What follows belongs to an exercise in optimizing a design on an open flow for small area, a short achievable clock period and few clock cycles; a production flow would make more cautious choices.
Function was checked by simulation only, so behaviour that the tests miss may differ from the original.
Power and IR drop assume default switching activity.

===== flow/constraint.sdc =====
create_clock -name core_clock -period 4.0 [get_ports {clk}]
set_input_delay 0.8000 -clock core_clock [delete_from_list [all_inputs] [get_ports {clk}]]
set_output_delay 0.8000 -clock core_clock [all_outputs]
set_load 0.01 [all_outputs]

===== flow/run.sh =====
#!/bin/bash
# synth_recipe.tcl (not shown) runs the flow's synth.tcl, then flattens the netlist and writes it again
# the make line also repeats each setting of config.mk as NAME=value (left out here)
make -C /OpenROAD-flow-scripts/flow DESIGN_CONFIG=/design/flow/config.mk WORK_HOME=/design/flow/orfs CLKGATE_MAP_FILE= SYNTH_SCRIPT=/design/flow/synth_recipe.tcl finish

===== flow/config.mk =====
export PLATFORM = sky130hd
export DESIGN_NAME = st7032_encoder
export DESIGN_NICKNAME = st7032_encoder
export VERILOG_FILES = /design/flow/design.v
export SDC_FILE = /design/flow/constraint.sdc
export NUM_CORES = 4
export LEC_CHECK = 0
export CAP_MARGIN = 20
export CORE_MARGIN = 2
export CORE_UTILIZATION = 40
export SETUP_SLACK_MARGIN = 1.5
export SLEW_MARGIN = 20

===== flow/design.v =====
module st7032_encoder (
    input  wire        clk,
    input  wire        rst,         
    input  wire        cmd_valid,
    output wire        cmd_ready,
    input  wire [15:0] cmd_word,
    input  wire [15:0] cmd_len,
    input  wire        pay_valid,
    output wire        pay_ready,
    input  wire [7:0]  pay_data,
    output reg         rsp_valid,
    output reg  [2:0]  rsp_result,
    output wire [7:0]  rsp_data,
    output wire [3:0]  rsp_step,
    output wire        ev_valid,
    input  wire        ev_ready,
    output wire [2:0]  ev_kind,
    output reg  [7:0]  ev_data,
    input  wire        ev_ok,
    input  wire [7:0]  ev_rdata
);
    localparam [2:0] EV_CFG   = 3'd0;
    localparam [2:0] EV_BEGIN = 3'd1;
    localparam [2:0] EV_WRITE = 3'd2;
    localparam [2:0] EV_END   = 3'd3;
    localparam [2:0] EV_REQ   = 3'd4;
    localparam [2:0] EV_WAIT  = 3'd5;
    localparam [2:0] R_OK        = 3'd0;
    localparam [2:0] R_IGNORED   = 3'd1;
    localparam [2:0] R_NOT_READY = 3'd2;
    localparam [2:0] R_BUS_ERROR = 3'd3;
    localparam [2:0] R_READ_FAIL = 3'd4;
    localparam [2:0] R_INVALID   = 3'd5;
    localparam [4:0] S_CFG   = {2'd0, EV_CFG};
    localparam [4:0] S_BEGIN = {2'd0, EV_BEGIN};
    localparam [4:0] S_WSEL  = {2'd0, EV_WRITE};
    localparam [4:0] S_WBYTE = {2'd1, EV_WRITE};
    localparam [4:0] S_END   = {2'd0, EV_END};
    localparam [4:0] S_REQ   = {2'd0, EV_REQ};
    localparam [4:0] S_WAIT1 = {2'd1, EV_WAIT};
    localparam [4:0] S_WAIT2 = {2'd2, EV_WAIT};
    localparam [4:0] S_WAIT3 = {2'd3, EV_WAIT};
    reg        busy;        
    reg [4:0]  st;          
    reg [3:0]  op;          
    reg        ready;       
    reg        lines2;      
    reg [7:0]  b;           
    reg        bv;          
    reg [15:0] c;           
    assign cmd_ready = ~busy;
    assign ev_kind   = st[2:0];
    assign rsp_data  = b;
    assign rsp_step  = (op == 4'h0 && rsp_result[1]) ? ~c[3:0] : 4'd0;
    wire is_init  = (op == 4'h0);
    wire is_avail = (op == 4'h1);
    wire is_pseq  = (op == 4'h3);
    wire is_data  = (op == 4'h2) || (op == 4'h3);
    wire pmore = is_pseq && (c != 16'd0);
    wire in_wbyte = (st == S_WBYTE);
    assign ev_valid  = busy && !(in_wbyte && !bv);
    assign pay_ready = busy && pmore && (!bv || (in_wbyte && ev_ready));
    wire fire = ev_valid && ev_ready;
    wire take = pay_valid && pay_ready;
    always @(*) begin
        case (st[2:0])
            EV_WRITE: ev_data = st[3] ? b : {1'b0, is_data, 6'b0};
            EV_WAIT:  ev_data = {6'b0, st[4:3]};
            default:  ev_data = 8'h3E;
        endcase
    end
    wire [3:0] w_op = cmd_word[15:12];
    wire [2:0] w_f  = cmd_word[10:8];
    wire [7:0] w_a  = cmd_word[7:0];
    reg w_invalid;
    always @(*) begin
        case (w_op)
            4'h0:       w_invalid = (cmd_word & 16'h0EFF) != 16'd0;
            4'h2:       w_invalid = (cmd_word & 16'h0F00) != 16'd0;
            4'h6:       w_invalid = (cmd_word & 16'h0CFF) != 16'd0;
            4'h7:       w_invalid = (cmd_word & 16'h08FF) != 16'd0;
            4'h8, 4'h9: w_invalid = (cmd_word & 16'h0EFF) != 16'd0;
            4'hA:       w_invalid = (cmd_word & 16'h0F80) != 16'd0;
            4'hB:       w_invalid = (cmd_word & 16'h0E00) != 16'd0;
            4'hF:       w_invalid = 1'b1;
            default:    w_invalid = (cmd_word & 16'h0FFF) != 16'd0;
        endcase
    end
    reg [7:0] w_byte;
    always @(*) begin
        case (w_op)
            4'h0:    w_byte = 8'h38;
            4'h2:    w_byte = w_a;
            4'h4:    w_byte = 8'h01;
            4'h5:    w_byte = 8'h02;
            4'h6:    w_byte = {6'b000001, w_f[1:0]};
            4'h7:    w_byte = {5'b00001, w_f};
            4'h8:    w_byte = {5'b00011, w_f[0], 2'b00};
            4'h9:    w_byte = {5'b00010, w_f[0], 2'b00};
            4'hA:    w_byte = {1'b1, w_a[6:0]};
            4'hB:    w_byte = {1'b1, w_a[6] ^ w_f[0], w_a[5:0]};
            default: w_byte = 8'h00;
        endcase
    end
    wire w_open   = (w_op == 4'h0) || (w_op == 4'h1);    
    wire w_notrdy = !w_open && !ready;
    wire w_ignore = (w_op == 4'hB) && w_f[0] && !lines2;
    wire w_run    = !w_invalid && !w_notrdy && !w_ignore;
    wire [2:0] w_res = w_invalid ? R_INVALID : w_notrdy ? R_NOT_READY :
                       w_ignore ? R_IGNORED : R_OK;
    wire [4:0] w_st  = (w_op == 4'h0) ? S_CFG : (w_op[3:2] == 2'b11) ? S_REQ : S_BEGIN;
    reg [7:0] init_next;
    always @(*) begin
        case (~c[3:0])
            4'd1:    init_next = 8'h39;
            4'd2:    init_next = 8'h14;
            4'd3:    init_next = 8'h79;
            4'd4:    init_next = 8'h50;
            4'd5:    init_next = 8'h6C;
            4'd6:    init_next = 8'h0C;
            4'd7:    init_next = 8'h01;
            default: init_next = 8'h06;
        endcase
    end
    wire step1 = (c[3:0] == ~4'd1);
    wire step9 = (c[3:0] == ~4'd9);
    wire err   = rsp_result[0];           
    always @(posedge clk) begin
        if (rst) begin
            busy      <= 1'b0;
            rsp_valid <= 1'b0;
            ready     <= 1'b0;
        end else if (!busy) begin
            if (cmd_valid) begin
                op         <= w_op;
                st         <= w_st;
                busy       <= w_run;
                rsp_valid  <= !w_run;
                rsp_result <= w_res;
                b          <= w_run ? w_byte : 8'h00;
                bv         <= 1'b1;
                c          <= (w_op == 4'h3) ? cmd_len : 16'hFFFE;
                if (w_op == 4'h0 && !w_invalid) begin
                    ready  <= 1'b0;
                    lines2 <= w_f[0];
                end
                if (w_op == 4'h3)
                    bv     <= 1'b0;
            end
        end else begin
            if (take) begin
                b  <= pay_data;
                bv <= 1'b1;
                c  <= c - 16'd1;
            end
            if (fire) begin
                case (st)
                    S_CFG:   st <= S_BEGIN;
                    S_BEGIN: st <= is_avail ? S_END : S_WSEL;
                    S_WSEL:  st <= (bv || pmore) ? S_WBYTE : S_END;
                    S_WBYTE: begin
                        if (!take) bv <= 1'b0;
                        if (!pmore) st <= S_END;
                    end
                    S_END: begin
                        rsp_result <= (is_avail || ev_ok) ? R_OK : R_BUS_ERROR;
                        b          <= {7'b0, is_avail & ev_ok};
                        if (is_avail || is_data) begin
                            busy      <= 1'b0;
                            rsp_valid <= 1'b1;
                        end else begin
                            st <= S_WAIT1;
                        end
                    end
                    S_REQ: begin
                        busy       <= 1'b0;
                        rsp_valid  <= 1'b1;
                        rsp_result <= ev_ok ? R_OK : R_READ_FAIL;
                        if (!ev_ok)
                            b <= 8'h00;
                        else if (op == 4'hC)
                            b <= ev_rdata;
                        else if (op == 4'hD)
                            b <= {7'b0, ev_rdata[7]};
                        else
                            b <= {1'b0, ev_rdata[6:0]};
                    end
                    S_WAIT3: begin
                        busy      <= 1'b0;
                        rsp_valid <= 1'b1;
                        ready     <= 1'b1;
                    end
                    default: begin   
                        if (!is_init || (err && st[3])) begin
                            busy      <= 1'b0;
                            rsp_valid <= 1'b1;
                        end else if (st[3] && step1) begin
                            st <= S_WAIT2;
                        end else if (st[3] && step9) begin
                            st <= S_WAIT3;
                        end else begin
                            st <= S_BEGIN;
                            b  <= init_next;
                            bv <= 1'b1;
                            c  <= c - 16'd1;
                        end
                    end
                endcase
            end
        end
    end
endmodule

==> flow_metrics.py, run 1 <==
metrics = {
    "outcome": {
        "outcome": "no timing/DRC/antenna violations",
    },
    "synth": {
        "syn-num-nets": 450,
        "yosysMostFrequentCell": "nor2_1",
        "synth_edf_count": 38,
        "synth_ff_type": "edfxtp_1",
        "ys_top_cells_by_area": "edfxtp_1, nor2_1, a21oi_1",
        "synth_xor_area_share_pct": 3.20,
        "ys_types": 59,
        "postSynth.asyncResetShare_pct": 0,
        "seq_area_frac_synth_pct": 36.5,
        "synth_cells": 388,
        "synth.avg_cell_area_um2": 8.48,
        "synth-compound-area-share_pct": 20.5,
        "synth_area_um2": 3290,
        "synthAdderAreaFrac_pct": 3.04,
        "yosys.area_share.simple_pct": 26.9,
        "synthTopCellsByCount": "nor2_1, edfxtp_1, nand2_1, a21oi_1, o21ai_0",
        "synth-seq-cells": 41,
        "yosys_warnings": 1,
        "netlist.area_leader.share_pct": 34.7,
        "muxShareOfSynthArea_pct": 3.73,
        "synth_area_leader_cell": "edfxtp_1",
        "synth_top_family_by_area": "simple AND/OR/NAND/NOR gates",
    },
    "clock_network": {
        "clock_tree.root_cell": "clkbuf_8",
        "clk-insertion-delay-late_ns": 0.30,
        "clock_sinks": 41,
        "cts.clk_slew.worst_paths_ns": 0.09,
        "cts_tree": "done",
        "htreeDepth": 2,
        "cts_buffers": 5,
        "ctsHoldBuffers": 0,
        "cts_max_path_buffers": 2,
    },
    "grt": {
        "antenna_found_initial": 0,
        "track_usage_pct": 25.5,
        "grt_pass1_wl_um": 17800,
        "grt_pass1_vias": 3429,
        "grt_overflow": 0,
        "grt_max_degree": 29,
    },
    "critical_path": {
        "r2r-end": "c[15]",
        "r2r_cells": 10,
        "cp-end-kind": "output port",
        "slowest_stage": "or4_4",
        "arrival_ns": 1.94,
        "reg2reg_slack_ns": 1.29,
        "crit_fanout": 2,
        "critical_path_class": "reg -> out",
        "r2r_start": "c[1]",
        "crit_chain": "or4_4 > and4b_2 > or2_2 > nor2_2 > buf_2",
        "worst_setup_path_start_kind": "register",
        "crit_family": "simple AND/OR/NAND/NOR gates",
        "max_stage_delay_ns": 0.55,
        "path_buf_inv": 1,
        "crit_required_ns": 3.20,
    },
    "placed_design": {
        "port_buffers": 83,
        "hpwlAfterDp_um": 7790,
        "gp_congestion": 0.858,
    },
    "floorplanning": {
        "core_area_um2": 8090,
        "initial_core_util_pct": 40.6,
        "fp.dieW_um": 94.7,
        "die_y_um": 94.7,
        "ios": 84,
        "rows": 33,
        "dieArea_um2": 8970,
    },
    "timing": {
        "worst_pin_slew_ns": 0.709,
        "fin_crit_sh_pct": 68.4,
        "max_slew_margin_pct": 52.4,
        "setup_tns_ns": 0,
        "slew_violations": 0,
        "fmax_ghz": 0.365,
        "skew_ns": 0.00501,
        "fin_crit_ns": 2.74,
        "finalHoldViolations": 0,
        "finalSetupViolations": 0,
        "rsz0062_at_grt": "true",
    },
    "power": {
        "power.density_nw_per_um2": 201,
        "p_leak_nw": 1.99,
        "peakVddDrop_v": 0.000126,
    },
    "finish": {
        "fin_nets": 577,
        "final_layout_size_suffix_gt1_share_pct": 26.4,
        "antenna_cells": 0,
        "final_util_pct": 62.2,
        "areaGrowthSynthToFinish_pct": 52.9,
    },
    "routing": {
        "ant_nets": 0,
        "wl_per_cell_um": 18.8,
        "first_pass_iters": 5,
        "vias_per_cell": 5.83,
        "wirelength_um": 11700,
        "vias": 3620,
        "first_iter_violations": 249,
        "drcViolationCount": 0,
    },
    "worst_hold_path": {
        "worst_hold_path.endpoint": "rsp_valid",
        "hold_start": "rsp_valid",
        "hold_depth": 2,
        "worstHoldPathType": "reg -> reg",
    },
    "run": {
        "maxCapViolations": 0,
    },
}
[power by group]
group	internal (mW)	switching [mW]	total, mW
Sequential	0.483	0.0149	0.498
Combinational	0.119	0.112	0.230
Clock	0.124	0.159	0.283
Total	0.725	0.285	1.01
[flip-flops by register name, summed over array words and instances (netlist names)]
register    cells
rsp_result      3
bv              1
ready           1
c              16
op              4
lines2          1
busy            1
rsp_valid       1
st              5
b               8
[cells in the final DEF, fill, tap and decap left out, types with 8 or more instances in the layout]
cell,netlist,routed
nor3_1,14,11
nand3_1,15,12
nand2_1,34,32
dlygate4sd2_1,0,13
a21oi_1,31,29
o21ai_0,23,14
xor2_1,9,8
inv_1,17,12
edfxtp_1,38,38
buf_4,4,52
mux2i_1,10,9
buf_6,2,10
clkdlybuf4s50_1,0,53
nand4_1,8,8
nor2_1,49,44
[cell type report]
cell class                      instances  area (um^2)
Sequential cell                        41         1200
Clock buffer                            7         76.3
Clock inverter                          1         7.51
Multi-Input combinational cell        303         2200
Fill cell                             713         3060
Inverter                               17         87.6
Timing Repair Buffer                  147         1330
Tap cell                              105          131
[per-stage QoR]
stage	power, mW	cells	setup WS (ns)	instance area (um^2)	hold slack, ns
global placement	0.703	554	0.701	4220	0.583
CTS	1.00	608	1.31	4810	0.614
global route	1.04	621	1.20	5030	0.654
detailed placement	0.704	554	0.618	4220	0.589
floorplan	0.598	388	1.34	3380	0.548
finish	1.01	621	1.26	5030	0.607
[tightest hold or removal path: stages (launching register included)]
cell	delay, ns
dfxtp_1	0.35
o31ai_1	0.09
a31oi_1	0.13
[worst max-delay path by stage]
stage	startpoint	end	slack [ns]	cells after the start
3_5_place_dp	cmd_word[15]	b[5]	0.62	10
6_report	c[10]	pay_ready	1.26	5
2_1_floorplan	c[0]	c[15]	1.34	10
4_1_cts	st[0]	c[15]	1.31	8
5_1_grt	c[1]	c[15]	1.20	10
3_3_place_gp	cmd_word[15]	b[5]	0.70	10
[timing repair]
item,CTS,global route
hold endpoints to repair,0,0
buffers inserted,45,13
endpoints found under the setup margin,51,40
gates cloned,1,0
pin swaps,25,29
resized for setup,77,55
[cells by family (layout without fill, tap and decap cells)]
logic type / count (synthesis) / after routing
AOI/OAI and AO/OA: 102 / 102
DFF: 41 / 41
buffers and inverters: 44 / 172
and+or+nand+nor: 169 / 169
adders and majority gates: 8 / 8
xor gates and xnor gates: 12 / 12
muxes: 12 / 12
[metal layers]
layer	track usage, %	vias up	wire length (um)
li1	-	1696	-
met1	36.6	1747	5340
met3	3.11	10	727
met2	40.3	167	5460
met4	7.61	0	128
met5	0	-	0
Testbench counts, summed over its fixed seeds: cycles 6,320.
==> run 2, diff against run 1 <==
--- a/flow/config.mk
+++ b/flow/config.mk
@@ -8,5 +8,4 @@
 export CAP_MARGIN = 20
 export CORE_MARGIN = 2
 export CORE_UTILIZATION = 40
-export SETUP_SLACK_MARGIN = 1.5
 export SLEW_MARGIN = 20
==> run 2 against run 1 <==
Global-route usage down 1.3 points. Largest cell class unchanged. Sequential share of layout area is 4.1 points higher. Via count shrank 8.9%. Sequential cell count stayed put. Synthesized cell count did not move. Synthesized area unchanged. Still clean on timing, DRC and antenna.
==> flow_metrics.py, run 2 <==
metrics = {
    "critical_path": {
        "critical_path_class": "reg -> out",
        "crit_chain": "nand2b_1 > nor2_1 > a21oi_1 > nor2b_1 > clkdlybuf4s50_1",
        "cp-end-kind": "output port",
        "worst_setup_path_start_kind": "register",
        "max_stage_delay_ns": 0.63,
        "slowest_stage": "nor2_1",
        "crit_family": "simple AND/OR/NAND/NOR gates",
        "path_buf_inv": 1,
        "arrival_ns": 2.59,
        "crit_fanout": 12,
        "crit_required_ns": 3.20,
    },
    "synth": {
        "syn-num-nets": 450,
        "synthTopCellsByCount": "nor2_1, edfxtp_1, nand2_1, a21oi_1, o21ai_0",
        "postSynth.asyncResetShare_pct": 0,
        "netlist.area_leader.share_pct": 34.7,
        "synth_cells": 388,
        "seq_area_frac_synth_pct": 36.5,
        "ys_types": 59,
        "synth_area_um2": 3290,
        "yosys_warnings": 1,
        "synth-seq-cells": 41,
        "synth_ff_type": "edfxtp_1",
        "ys_top_cells_by_area": "edfxtp_1, nor2_1, a21oi_1",
        "synth_area_leader_cell": "edfxtp_1",
        "synth_edf_count": 38,
        "yosysMostFrequentCell": "nor2_1",
        "synth.avg_cell_area_um2": 8.48,
    },
    "floorplanning": {
        "initial_core_util_pct": 40.6,
        "dieArea_um2": 8970,
        "rows": 33,
        "ios": 84,
        "die_y_um": 94.7,
        "fp.dieW_um": 94.7,
        "core_area_um2": 8090,
    },
    "clock_network": {
        "clock_tree.root_cell": "clkbuf_8",
        "ctsHoldBuffers": 0,
        "clk-insertion-delay-late_ns": 0.30,
        "cts_buffers": 5,
        "cts_setup_buffers": 0,
        "cts_max_path_buffers": 2,
        "cts.clk_slew.worst_paths_ns": 0.08,
        "cts_tree": "done",
        "clock_sinks": 41,
        "htreeDepth": 2,
        "cts_resized": 0,
    },
    "power": {
        "power.density_nw_per_um2": 241,
        "peakVddDrop_v": 0.000144,
        "p_clk_share_pct": 32.9,
        "p_total_mw": 1.03,
        "p_comb_share_pct": 18.5,
        "p_leak_nw": 1.55,
        "swShare_pct": 25.5,
        "power.switching_mw": 0.263,
        "seq_power_share_pct": 48.6,
        "internal-power_mw": 0.768,
    },
    "routing": {
        "ant_nets": 0,
        "drcViolationCount": 0,
        "wl_per_cell_um": 18.7,
        "vias_per_cell": 5.84,
        "first_pass_iters": 4,
        "first_iter_violations": 266,
        "wirelength_um": 10600,
        "vias": 3299,
    },
    "finish": {
        "final_common_cell": "clkdlybuf4s50_1",
        "antenna_cells": 0,
        "areaGrowthSynthToFinish_pct": 30.2,
        "top_regs": "c x16, b x8, st x5",
        "final_layout_size_suffix_gt1_share_pct": 5.43,
        "top_register": "c",
        "layout_common_cells": "clkdlybuf4s50_1, nor2_1, edfxtp_1",
        "fin_nets": 521,
        "largest_register_ffs": 16,
    },
    "run": {
        "maxCapViolations": 0,
    },
    "timing": {
        "finalHoldViolations": 0,
        "max_slew_margin_pct": 47.1,
        "skew_ns": 0.0135,
        "finalSetupViolations": 0,
        "rsz0062_at_grt": "false",
        "hold_slack_ns": 0.572,
        "slew_violations": 0,
        "fin_crit_sh_pct": 84.6,
        "setup_tns_ns": 0,
        "fmax_ghz": 0.295,
        "worst_pin_slew_ns": 0.790,
        "fin_crit_ns": 3.39,
    },
    "grt": {
        "antenna_found_initial": 0,
        "track_usage_pct": 24.3,
        "grt_pass1_wl_um": 16700,
        "grt_max_degree": 29,
        "grt_pass1_vias": 3200,
        "grt_overflow": 0,
    },
    "worst_hold_path": {
        "worstHoldPathType": "reg -> reg",
    },
    "outcome": {
        "outcome": "no timing/DRC/antenna violations",
    },
    "placed_design": {
        "port_buffers": 83,
        "gp_congestion": 0.959,
        "hpwlAfterDp_um": 8150,
    },
}
==> run 2: cell counts after synthesis <==
Identical to the previous run, type by type.
==> run 2: worst paths after layout <==
kind                  start         end  slack (ns)  cells past startpoint
setup / recovery      st[0]  ev_data[0]        0.61                      5
setup reg to reg       c[0]       c[15]        0.79                      9
hold reg to reg   rsp_valid   rsp_valid        0.57                      2
hold / removal    rsp_valid   rsp_valid        0.57                      2
==> run 2: cell families after synthesis <==
logic type | synth area share, %
AOI/OAI and AO/OA | 20.5
xor gates and xnor gates | 3.20
adders and majority gates | 3.04
buffers and inverters | 6.05
DFF | 36.5
muxes | 3.73
and+or+nand+nor | 26.9
==> run 2: layout make-up <==
cell class / instances / area (um^2)
Fill cell: 801 / 3810
Multi-Input combinational cell: 303 / 1890
Sequential cell: 41 / 1200
Timing Repair Buffer: 91 / 891
Tap cell: 105 / 131
Clock buffer: 6 / 72.6
Inverter: 17 / 63.8
Clock inverter: 2 / 33.8
==> run 2: metrics by stage <==
stage / std cells / setup slack [ns] / area [um^2] / utilization, %
3_5_place_dp: 557 / 0.474 / 4180 / 51.6
4_1_cts: 565 / 0.620 / 4280 / 52.9
2_1_floorplan: 388 / 1.15 / 3290 / -
5_1_grt: 565 / 0.498 / 4280 / 52.9
3_3_place_gp: 557 / 0.527 / 4180 / 51.6
6_report: 565 / 0.614 / 4280 / 52.9
==> run 2: routing by layer <==
metal  vias to the layer above  share of wire (%)  wire [um]  GRT usage [%]
li1                       1578                  -          -              -
met1                      1570                 46       4880           34.6
met2                       132                 45       4770           38.2
met3                        19                6.6        701           3.51
met4                         0                2.1        225           7.00
met5                         -                  0          0              0
==> run 2: power groups by stage <==
stage	clock network (mW)	logic [mW]	registers (mW)
after global placement	0	0.188	0.510
after CTS	0.340	0.190	0.500
after global routing	0.352	0.207	0.503
after detailed placement	0	0.189	0.510
after floorplan	0	0.0876	0.503
final	0.339	0.191	0.500
==> run 2: worst min-delay path: stages, from the launching register on <==
cell     delay (ns)
dfxtp_1        0.33
o31ai_1        0.07
a31oi_1        0.14
==> run 3, diff against run 2 <==
==> flow/flow/run.sh (new file) <==
#!/bin/bash
set -euo pipefail
cd "$(dirname "$0")/.."
export BUFFER_PORTS_ARGS="-buffer_cell sky130_fd_sc_hd__buf_1"
bash standard.sh finish > make_finish.log 2>&1
==> flow/standard.sh (new file) <==
#!/bin/bash
# synth_recipe.tcl (not shown) runs the flow's synth.tcl, then flattens the netlist and writes it again
# the make line also repeats each setting of config.mk as NAME=value (left out here)
make -C /OpenROAD-flow-scripts/flow DESIGN_CONFIG=/design/flow/config.mk WORK_HOME=/design/flow/orfs CLKGATE_MAP_FILE= SYNTH_SCRIPT=/design/flow/synth_recipe.tcl "${@:-finish}"
--- a/flow/config.mk
+++ b/flow/config.mk
@@ -8,4 +8,5 @@
 export CAP_MARGIN = 20
 export CORE_MARGIN = 2
 export CORE_UTILIZATION = 40
+export SETUP_SLACK_MARGIN = 0
 export SLEW_MARGIN = 20
removed: flow/run.sh
==> run 3 against run 2 <==
Clock skew shrank 0.0011 ns. Sequential power is essentially flat. Hold slack gained 0.031 ns. Clock power grew 2%. Fmax grew 6.5%. Critical path depth grew 4. Register-to-register slack gained 0.03 ns. Wire length shrank 5.6%.
==> flow_metrics.py, run 3 <==
metrics = {
    "outcome": {
        "outcome": "no timing/DRC/antenna violations",
    },
    "timing": {
        "finalHoldViolations": 0,
        "skew_ns": 0.0124,
        "fin_crit_ns": 3.18,
        "fin_crit_sh_pct": 79.4,
        "fmax_ghz": 0.315,
        "slew_violations": 0,
        "max_slew_margin_pct": 33.2,
        "rsz0062_at_grt": "false",
        "worst_pin_slew_ns": 1.00,
        "hold_slack_ns": 0.603,
        "setup_tns_ns": 0,
        "finalSetupViolations": 0,
    },
    "critical_path": {
        "arrival_ns": 3.34,
        "critical_path_class": "reg -> reg",
        "cp-end-kind": "register",
        "slowest_stage": "or4_4",
        "crit_required_ns": 4.16,
        "crit_fanout": 15,
        "max_stage_delay_ns": 0.61,
        "worst_setup_path_start_kind": "register",
        "crit_chain": "inv_1 > ha_1 > nor4b_1 > and4b_1 > or4_4 > o21ai_4 > nand4_4 > or4b_1 > a31oi_1",
    },
    "finish": {
        "fin_nets": 517,
        "top_register": "c",
        "largest_register_ffs": 16,
        "layout_common_cells": "buf_1, nor2_1, edfxtp_1",
        "antenna_cells": 0,
        "final_common_cell": "buf_1",
        "top_regs": "c x16, b x8, st x5",
        "n_fill_cell": 864,
        "final_layout_size_suffix_gt1_share_pct": 4.82,
        "areaGrowthSynthToFinish_pct": 13.7,
        "final_util_pct": 46.2,
    },
    "clock_network": {
        "cts_buffers": 5,
        "clock_sinks": 41,
        "htreeDepth": 2,
        "clk-insertion-delay-late_ns": 0.31,
        "cts_resized": 0,
        "clock_tree.root_cell": "clkbuf_8",
        "cts_setup_buffers": 0,
        "ctsHoldBuffers": 0,
        "cts_max_path_buffers": 2,
        "cts_tree": "done",
        "cts.clk_slew.worst_paths_ns": 0.09,
    },
    "floorplanning": {
        "core_area_um2": 8090,
        "ios": 84,
        "fp.dieW_um": 94.7,
        "die_y_um": 94.7,
        "rows": 33,
        "initial_core_util_pct": 40.6,
        "dieArea_um2": 8970,
    },
    "placed_design": {
        "port_buffers": 83,
        "gp_congestion": 0.923,
        "hpwlAfterDp_um": 7580,
    },
    "synth": {
        "synth_edf_count": 38,
        "synth_ff_type": "edfxtp_1",
        "synth.avg_cell_area_um2": 8.48,
        "synth_area_um2": 3290,
        "yosys_warnings": 1,
        "seq_area_frac_synth_pct": 36.5,
        "synthTopCellsByCount": "nor2_1, edfxtp_1, nand2_1, a21oi_1, o21ai_0",
        "synth_cells": 388,
        "netlist.area_leader.share_pct": 34.7,
        "yosysMostFrequentCell": "nor2_1",
        "syn-num-nets": 450,
        "ys_top_cells_by_area": "edfxtp_1, nor2_1, a21oi_1",
        "ys_types": 59,
        "synth_area_leader_cell": "edfxtp_1",
        "postSynth.asyncResetShare_pct": 0,
        "synth-seq-cells": 41,
    },
    "routing": {
        "first_pass_iters": 5,
        "drcViolationCount": 0,
        "ant_nets": 0,
        "vias_per_cell": 5.83,
        "wirelength_um": 9990,
        "vias": 3270,
        "wl_per_cell_um": 17.8,
        "first_iter_violations": 216,
    },
    "power": {
        "p_leak_nw": 1.31,
        "peakVddDrop_v": 0.000128,
        "power.density_nw_per_um2": 264,
    },
    "grt": {
        "antenna_found_initial": 0,
        "grt_pass1_vias": 2964,
        "track_usage_pct": 22.0,
        "grt_pass1_wl_um": 15200,
        "grt_overflow": 0,
        "grt_max_degree": 31,
    },
    "worst_hold_path": {
        "worstHoldPathType": "reg -> reg",
    },
    "run": {
        "maxCapViolations": 0,
    },
}
run 3: cell counts after synthesis:
Identical to the previous run, type by type.
run 3: worst paths after layout:
| path | start | to | slack (ns) | cells past startpoint |
|---|---|---|---|---|
| max | c[0] | c[15] | 0.82 | 9 |
| min | rsp_valid | rsp_valid | 0.60 | 2 |
| max reg2reg | c[0] | c[15] | 0.82 | 9 |
| min reg2reg | rsp_valid | rsp_valid | 0.60 | 2 |
run 3: cells by family after synthesis:
| group | count (synthesis) | synth area share [%] |
|---|---|---|
| AO/OA/AOI/OAI | 102 | 20.5 |
| AND/OR/NAND/NOR | 169 | 26.9 |
| multiplexers | 12 | 3.73 |
| adder cells (fa/ha/maj) | 8 | 3.04 |
| XOR/XNOR | 12 | 3.20 |
| flip-flops | 41 | 36.5 |
| buffers and inverters | 44 | 6.05 |
run 3: through the flow:
step,power [mW],worst slack (ns),area [um^2],instances
after floorplan,0.590,1.15,3290,388
after global placement,0.647,0.868,3630,553
after detailed placement,0.649,0.781,3630,553
after CTS,0.989,0.827,3740,561
after global routing,1.02,0.646,3740,561
final,0.986,0.822,3740,561
run 3: critical path, delay by kind of cell (launching register included):
kind,cells,cell delay [ns]
compound gates,2,0.40
flops,1,0.48
fa+ha+maj,1,0.29
buf+inv,1,0.10
simple gates,5,1.75
run 3: layout make-up:
class | instances | area [um^2] | share of cell area (%)
sequential | 41 | 1200 | 32.1
clock inverter | 2 | 38.8 | 1.04
multi-input combinational | 303 | 1890 | 50.5
timing repair buffer | 87 | 342 | 9.14
tap | 105 | 131 | 3.51
clock buffer | 6 | 72.6 | 1.94
inverter | 17 | 63.8 | 1.71
run 3: power breakdown:
group          total (mW)  internal, mW  switching, mW
Combinational       0.140        0.0515         0.0889
Clock               0.345         0.188          0.157
Sequential          0.501         0.483         0.0175
Total               0.986         0.722          0.264
run 3: routing by layer:
metal  vias to the layer above  routed length [um]  GRT usage, %  part of all wire, %
met3                        21                 855          2.95                  8.6
met5                         -                   0             0                    0
met2                       166                4580          35.4                   46
met1                      1512                4360          30.9                   44
met4                         0                 199          6.28                  2.0
li1                       1571                   -             -                    -
==> run 4, diff against run 3 <==
--- a/flow/config.mk
+++ b/flow/config.mk
@@ -8,5 +8,5 @@
 export CAP_MARGIN = 20
 export CORE_MARGIN = 2
 export CORE_UTILIZATION = 40
-export SETUP_SLACK_MARGIN = 0
+export SETUP_SLACK_MARGIN = 1.5
 export SLEW_MARGIN = 20
==> run 4 against run 3 <==
Clock power barely moved. Clock skew decreased by 0.0035 ns. Largest power group unchanged. Synthesized area unchanged. Sequential share of layout area shrank 4.1 points. Highest routed layer unchanged.
==> flow_metrics.py, run 4 <==
metrics = {
    "finish": {
        "layout_common_cells": "buf_1, nor2_1, buf_4",
        "top_regs": "c x16, b x8, st x5",
        "top_register": "c",
        "largest_register_ffs": 16,
        "areaGrowthSynthToFinish_pct": 30.5,
        "antenna_cells": 0,
        "stdcell_count": 603,
        "final_common_cell": "buf_1",
        "n_fill_cell": 826,
        "final_layout_size_suffix_gt1_share_pct": 19.9,
        "fin_nets": 559,
    },
    "clock_network": {
        "cts.clk_slew.worst_paths_ns": 0.09,
        "cts_buffers": 5,
        "clk-insertion-delay-late_ns": 0.30,
        "ctsHoldBuffers": 0,
        "clock_sinks": 41,
        "htreeDepth": 2,
        "cts_tree": "done",
        "clock_tree.root_cell": "clkbuf_8",
        "cts_max_path_buffers": 2,
    },
    "critical_path": {
        "crit_fanout": 3,
        "path_buf_inv": 1,
        "r2r-end": "b[2]",
        "endpoint": "pay_ready",
        "max_stage_delay_ns": 0.56,
        "crit_family": "simple AND/OR/NAND/NOR gates",
        "r2r_start": "st[1]",
        "worst-path-stages": 5,
        "crit_chain": "or4_4 > and4b_1 > or2_4 > nor2_4 > buf_6",
        "worst_setup_path_start_kind": "register",
        "slowest_stage": "or4_4",
        "cp-end-kind": "output port",
        "r2r_cells": 8,
        "critPathLaunch": "c[12]",
        "arrival_ns": 1.91,
        "reg2reg_slack_ns": 1.39,
        "crit_required_ns": 3.20,
        "critical_path_class": "reg -> out",
    },
    "routing": {
        "ant_nets": 0,
        "first_pass_iters": 4,
        "wirelength_um": 10800,
        "wl_per_cell_um": 18.0,
        "m1WireLength_um": 4690,
        "wl_met3_um": 689,
        "highest_layer": "met4",
        "wl_met2_um": 5210,
        "vias": 3470,
        "first_iter_violations": 284,
        "drcViolationCount": 0,
        "vias_per_cell": 5.75,
    },
    "power": {
        "power.density_nw_per_um2": 238,
        "p_clk_share_pct": 34.1,
        "power.switching_mw": 0.282,
        "internal-power_mw": 0.737,
        "p_leak_nw": 1.53,
        "seq_power_share_pct": 48.8,
        "p_comb_share_pct": 17.1,
        "swShare_pct": 27.7,
        "peakVddDrop_v": 0.000129,
    },
    "worst_hold_path": {
        "hold_depth": 2,
        "worstHoldPathType": "reg -> reg",
    },
    "placed_design": {
        "hpwlAfterDp_um": 7540,
        "gp_congestion": 0.885,
        "pre_cts_ws_ns": 0.844,
        "dp_cells": 552,
        "port_buffers": 83,
    },
    "floorplanning": {
        "die_y_um": 94.7,
        "rows": 33,
        "ios": 84,
        "dieArea_um2": 8970,
        "core_area_um2": 8090,
        "fp.dieW_um": 94.7,
        "initial_core_util_pct": 40.6,
    },
    "grt": {
        "antenna_found_initial": 0,
        "grt_overflow": 0,
        "grt_pass1_vias": 3307,
        "track_usage_pct": 24.0,
        "grt_max_degree": 26,
        "grt_pass1_wl_um": 16700,
    },
    "synth": {
        "synth-compound-area-share_pct": 20.5,
        "muxShareOfSynthArea_pct": 3.73,
        "synth_top_family_by_area": "simple AND/OR/NAND/NOR gates",
        "yosys.area_share.simple_pct": 26.9,
        "ys_types": 59,
        "syn-num-nets": 450,
        "netlist.area_leader.share_pct": 34.7,
        "synth.avg_cell_area_um2": 8.48,
        "yosys_warnings": 1,
        "ys_top_cells_by_area": "edfxtp_1, nor2_1, a21oi_1",
        "seq_area_frac_synth_pct": 36.5,
        "synth-seq-cells": 41,
        "synthAdderAreaFrac_pct": 3.04,
        "synth_xor_area_share_pct": 3.20,
        "synthTopCellsByCount": "nor2_1, edfxtp_1, nand2_1, a21oi_1, o21ai_0",
        "synth_cells": 388,
        "yosysMostFrequentCell": "nor2_1",
        "synth_edf_count": 38,
        "synth_ff_type": "edfxtp_1",
        "synth_area_leader_cell": "edfxtp_1",
        "postSynth.asyncResetShare_pct": 0,
        "synth_area_um2": 3290,
    },
    "timing": {
        "skew_ns": 0.00890,
        "slew_violations": 0,
        "rsz0062_at_grt": "true",
        "setup_tns_ns": 0,
        "finalSetupViolations": 0,
        "worst_pin_slew_ns": 0.747,
        "fin_crit_sh_pct": 67.9,
        "max_slew_margin_pct": 49.9,
        "fin_crit_ns": 2.71,
        "finalHoldViolations": 0,
        "fmax_ghz": 0.368,
        "setup_ws_ns": 1.29,
    },
    "outcome": {
        "outcome": "no timing/DRC/antenna violations",
    },
    "run": {
        "maxCapViolations": 0,
    },
}
[run 4: cell counts after synthesis]
Identical to the previous run, type by type.
[run 4: cell families after synthesis]
| logic type | after synthesis |
|---|---|
| fa+ha+maj | 8 |
| compound gates | 102 |
| simple gates | 169 |
| flops | 41 |
| xor+xnor | 12 |
| buf+inv | 44 |
| mux | 12 |
[run 4: final cells by class]
class                   instances  area [um^2]  share of cell area (%)
clock buffers                   6         72.6                    1.69
clock inverters                 2         33.8                   0.787
inverters                      17         87.6                    2.04
multi-input cells             303         2070                    48.3
flip-flops and latches         41         1200                    28.0
well taps                     105          131                    3.06
repair buffers                128          684                    15.9
repair inverters                1         7.51                   0.175
[run 4: worst register-to-register path, stage by stage, from the launching register on]
cell and delay, ns:
edfxtp_1 0.48, buf_6 0.13, and4bb_4 0.27, a41oi_4 0.14, or4_4 0.55, buf_6 0.17
mux2i_2 0.21, o21ai_1 0.10, a221o_1 0.32
[run 4: power groups by stage]
stage          clock, mW  sequential [mW]  combinational (mW)
2_1_floorplan          0            0.503              0.0957
3_3_place_gp           0            0.511               0.143
3_5_place_dp           0            0.511               0.145
4_1_cts            0.346            0.496               0.166
5_1_grt            0.357            0.499               0.191
6_report           0.348            0.497               0.174
[run 4: repair_timing]
action | 4_1_cts | 5_1_grt
gates resized for setup | 29 | 25
setup endpoints to repair | 40 | 64
pin swaps | 8 | 12
buffers inserted | 31 | 11
cloned | 0 | 1
[run 4: layer usage]
metal | up-vias | global-route usage [%]
met1 | 1657 | 33.0
met2 | 137 | 38.8
met3 | 15 | 3.19
li1 | 1661 | -
met5 | - | 0
met4 | 0 | 8.33
[run 4: per-stage QoR]
step           instance area (um^2)  hold WS (ns)  util, %  power [mW]
6_report                       4290         0.594     53.0        1.02
4_1_cts                        4110         0.591     50.8        1.01
3_5_place_dp                   3690         0.571     45.6       0.656
2_1_floorplan                  3380         0.548        -       0.598
3_3_place_gp                   3690         0.585     45.6       0.654
5_1_grt                        4290         0.650     53.0        1.05
[run 4: how the worst min path moves through the flow]
stage               slack [ns]        end       from
finish                    0.59  rsp_valid  rsp_valid
global route              0.65  rsp_valid  rsp_valid
floorplan                 0.55      ready      ready
CTS                       0.59  rsp_valid  rsp_valid
detailed placement        0.57  rsp_valid  rsp_valid
global placement          0.58  rsp_valid  rsp_valid

==> what the ideal ports hide <==
Ports are ideal in the flow. The routed layouts listed here were re-timed in OpenROAD.
Step 1 assumes that a clkbuf_16 drives the clock port and a buf_2 every other input.
Step 2 moves the port delays by t, midway between the first and last clock arrival at a register: inputs arrive t later, outputs are due t later. That takes back most of the time a late clock gives input paths.
Slacks: ideal / step 1 / step 2; pairs: ideal / step 1.
| run | t, ns | setup slack, ns | pins driven straight from the clock port |
|---|---|---|---|
| run 1 | 0.327 | 1.264 / 1.231 / 1.026 | 1 |
| run 2 | 0.326 | 0.614 / 0.585 / 0.463 | 1 |
| run 3 | 0.331 | 0.822 / 0.822 / 0.770 | 1 |
| run 4 | 0.331 | 1.286 / 1.256 / 1.211 | 1 |
After both steps setup and hold are still met in every run listed. The setup slack of run 1, which loses most, moves by -0.033 ns with the drivers and by -0.238 ns with both steps.
